Context: an optimization exercise on an open-source flow, tuned for small area and few clock cycles. The choices shown serve that exercise and are no tape-out recipe. Where RTL was checked, it was by simulation tests only, not by an equivalence proof against the original. No activity file was given, so power comes from the tool's default toggle rates.

## job 5633
Design rtmp_chunk_decoder, start of the top module:
module rtmp_chunk_decoder (
    input  wire        clk,
    input  wire        rst,
    input  wire        in_valid,
    output wire        in_ready,
    input  wire [1:0]  in_kind,
    input  wire [7:0]  in_data,
    output wire        out_valid,
    input  wire        out_ready,
    output wire [2:0]  out_kind,
    output wire [16:0] out_csid,
    output wire [1:0]  out_fmt,
    output wire [31:0] out_ts,
    output wire [23:0] out_len,
    output wire [7:0]  out_type,
    output wire [31:0] out_msid,
    output wire [23:0] out_chunk_len,
    output wire        out_start,
    output wire [7:0]  out_data,
    output wire [7:0]  out_code,
    output wire [2:0]  out_phase,
    output wire        out_partial
);
Size in the first run: roughly 1200 flip-flops, roughly 37000 um^2 of cells after synthesis.
==> flow/config.mk <==
export PLATFORM = sky130hd
export DESIGN_NAME = rtmp_chunk_decoder
export DESIGN_NICKNAME = rtmp_chunk_decoder
export VERILOG_FILES = /design/flow/design.v
export SDC_FILE = /design/flow/constraint.sdc
export NUM_CORES = 4
export LEC_CHECK = 0
export CAP_MARGIN = 20
export CORE_MARGIN = 2
export CORE_UTILIZATION = 40
export CTS_BUF_LIST = sky130_fd_sc_hd__clkbuf_16
export CTS_CLUSTER_DIAMETER = 70
export CTS_CLUSTER_SIZE = 36
export SLEW_MARGIN = 20
==> flow/constraint.sdc <==
create_clock -name core_clock -period 12.0 [get_ports {clk}]
set_input_delay 2.4000 -clock core_clock [delete_from_list [all_inputs] [get_ports {clk}]]
set_output_delay 2.4000 -clock core_clock [all_outputs]
set_load 0.01 [all_outputs]
standard.sh (not shown) runs the stock make flow with config.mk's settings and CLKGATE_MAP_FILE= SYNTH_SCRIPT=/design/flow/synth_recipe.tcl, a recipe that flattens the netlist after the stock synthesis.
==> flow/flow/run.sh <==
#!/bin/bash
# The standard layout, with the port buffers made of the smallest buffer
# cell instead of the one buffer_ports picks by default.
set -euo pipefail
export BUFFER_PORTS_ARGS="-buffer_cell sky130_fd_sc_hd__buf_1"
bash standard.sh > standard_flow.log 2>&1
Testbench counts of job 5633, summed over its fixed seeds: cycles 102,785.
The following lists how job 2724 was set up differently from job 5633:
- CTS_BUF_LIST now sky130_fd_sc_hd__clkbuf_8, was sky130_fd_sc_hd__clkbuf_16
- CTS_CLUSTER_DIAMETER now 60, was 70
- CTS_CLUSTER_SIZE now 20, was 36
--- outcome ---
Going from job 5633 to job 2724, routed length on met3 climbed about 5%; layout overhead on the synthesized area fell by 0.90 points; wire length of the first global-routing pass increased about 0.7%.
| count of filler cells inserted in the layout | lower: job 5633 |
When the final numbers for job 5633 and job 2724 were put side by side, the number of buffers inserted during clock tree synthesis turned out to be smaller in job 5633.
On job 2724: overall routing resource usage is 0.25 points higher than what job 5633 gave.
Job 2724 reached the end of the flow, and the finished layout is clean on the timing, DRC and antenna checks.
## Diff of input files: job 1923 against job 2724
- changing CTS_CLUSTER_SIZE from 20 to 32
- changing CTS_BUF_LIST from sky130_fd_sc_hd__clkbuf_8 to sky130_fd_sc_hd__clkbuf_16
--- outcome ---
- Job 1923 closes out successfully: all stages finished, all timing, DRC and antenna checks passed.
- Part of the total power dissipated in the clock network for job 1923: 6.6 points up relative to job 2724
- Relative to job 2724, clock-cell share of area increased by 2.2 points in job 1923.
- Comparing job 2724 with job 1923, the hold slack came out essentially unchanged.
> inputs changed (job 1923 -> job 5230)
- a change of CTS_CLUSTER_DIAMETER from 60 to 80
- a change of CTS_CLUSTER_SIZE from 32 to 30
## What came out
- From job 1923 to job 5230 the numbers moved as follows: setup slack fell 0.015 ns, worst-margin pin slew climbed 0.020 ns, sequential cell area share +1.7 points, share of total power in combinational logic up 0.3 points, final cell count went down.
- Job 5230 vs. job 1923: worst hold slack +0.015 ns, final design instance area without fill moved down, sequential power held, global-route track usage on met1 held steady.

Setup of the previous run:
rtmp_chunk_decoder, a different RTL version from the one above (not shown whole).
For scale: roughly 3100 cells after synthesis, roughly 1200 flip-flops, roughly 180 I/O pins, about 39000 µm² of cells after synthesis.
export LEC_CHECK = 0
export CAP_MARGIN = 20
export CORE_MARGIN = 2
export CORE_UTILIZATION = 40
export CTS_BUF_LIST = sky130_fd_sc_hd__clkbuf_8
export CTS_CLUSTER_DIAMETER = 80
export CTS_CLUSTER_SIZE = 16
export SLEW_MARGIN = 20
create_clock -name core_clock -period 12.0 [get_ports {clk}]
Scripts as last shown in full above: flow/flow/run.sh
For the current run, these inputs were changed with respect to the previous run:
-- flow/config.mk --
<<< the previous run, line 10
export CORE_UTILIZATION = 40
export CTS_BUF_LIST = sky130_fd_sc_hd__clkbuf_8
export CTS_CLUSTER_DIAMETER = 80
export CTS_CLUSTER_SIZE = 16
export SLEW_MARGIN = 20
>>> the current run, line 10
export CORE_UTILIZATION = 40
export CTS_BUF_LIST = sky130_fd_sc_hd__clkbuf_16
export CTS_CLUSTER_DIAMETER = 100
export CTS_CLUSTER_SIZE = 30
export SLEW_MARGIN = 20
Notes after the runs:
Area added between synthesis and finish, the previous run and the current run: smaller value in the current run. | multi-input gate share of the layout cell area | the current run vs the previous run | ≈ equal |. When the final numbers for the previous run and the current run were put side by side, the worst hold slack turned out to be greater in the current run.
No run of this note included a check of the RTL's function; only the layout flow was run.

Setup of lane 1:
Another version of the RTL of rtmp_chunk_decoder (not shown whole).
Size: roughly 3,100 cells after synthesis, roughly 180 I/O pins.
// rtmp_chunk_decoder
module rtmp_chunk_decoder (
    input  wire        clk,
    input  wire        rst,
    input  wire        in_valid,
    output wire        in_ready,
    input  wire [1:0]  in_kind,
    input  wire [7:0]  in_data,
    output wire        out_valid,
    input  wire        out_ready,
    output wire [2:0]  out_kind,
    output wire [16:0] out_csid,
    output wire [1:0]  out_fmt,
    output wire [31:0] out_ts,
    output wire [23:0] out_len,
    output wire [7:0]  out_type,
    output wire [31:0] out_msid,
    output wire [23:0] out_chunk_len,
    output wire        out_start,
    output wire [7:0]  out_data,
    output wire [7:0]  out_code,
    output wire [2:0]  out_phase,
    output wire        out_partial
);
export LEC_CHECK = 0
export CAP_MARGIN = 20
export CORE_MARGIN = 2
export CORE_UTILIZATION = 40
export CTS_BUF_LIST = sky130_fd_sc_hd__clkbuf_16
export CTS_CLUSTER_DIAMETER = 80
export CTS_CLUSTER_SIZE = 30
export GPL_TIMING_DRIVEN = 0
export SLEW_MARGIN = 20
create_clock -name core_clock -period 12.0 [get_ports {clk}]
Scripts as last shown in full above: flow/flow/run.sh
Lane 1 went all the way through the flow, and no timing, DRC or antenna check failed.
Testbench counts of lane 1, summed over its fixed seeds: cycles 102,636.
Here is what was changed in the inputs of lane 2 compared with lane 1.
--- a/flow/config.mk
+++ b/flow/config.mk
@@ -14 +13,0 @@
-export GPL_TIMING_DRIVEN = 0
--- outcome ---
Looking at the reports, lane 2 completed the entire flow and the layout it produced met the timing, DRC and antenna checks.
Cell area improves in lane 2 relative to lane 1.
Between lane 1 and lane 2, the clock network fraction of total power is higher for lane 1.
| logic gate share of total power | lane 2 vs lane 1 | 0.2 points lower |
Post-placement worst setup slack was lower in the run labelled lane 1.
The worst hold slack was comparable across lane 1 and lane 2.
Actual slew at the worst max-slew pin ends up higher on lane 1.
Post-route worst setup slack, lane 1 and lane 2: larger value in lane 2
Comparing lane 1 and lane 2, overall track demand over capacity in global routing is lower on lane 2.
Count of pins over their slew limit: lane 2 vs lane 1 — no meaningful difference
Lane 2 vs. lane 1: area of the multi-input gates now sits higher; first-iteration DRC count now sits lower.
Run comparison: lane 2 kind of critical path in -> out; lane 1 kind of critical path in -> reg

==> re-timing with driven ports <==
The flow's constraints put no driver on any port. The routed layouts listed below were extracted and timed again, unchanged, in two steps. Step 1 sets driving cells, clkbuf_16 on the clock port and buf_2 on the other inputs (assumed; they add their load-dependent delay and slew). Step 2, shift: input delay + t, output delay - t, t = (earliest + latest rising clock arrival at the registers) / 2. This alone moves slack from input paths to output paths. a / b / c = ideal ports / drivers / drivers and shift; a / b = the first two.
| run | shift t [ns] | setup slack, ns | worst setup path at the end |
|---|---|---|---|
| job 5633 | 0.716 | 2.900 / 2.944 / 2.228 | input to register |
| job 2724 | 0.797 | 2.967 / 3.006 / 2.209 | input to register |
| job 1923 | 0.716 | 2.900 / 2.944 / 2.229 | input to register |
| job 5230 | 0.707 | 2.885 / 2.926 / 2.219 | input to register |
| the previous run | 0.797 | 5.315 / 5.227 / 4.854 | input to register |
| the current run | 0.726 | 5.320 / 5.237 / 4.919 | input to register |
| lane 1 | 0.730 | 5.283 / 5.324 / 4.595 | input to register |
| lane 2 | 0.714 | 5.528 / 5.457 / 5.455 | input to register |
After both steps setup and hold are still met in every run listed. For job 2724, which loses most, drivers alone change the setup slack by +0.039 ns; drivers and shift together by -0.758 ns.
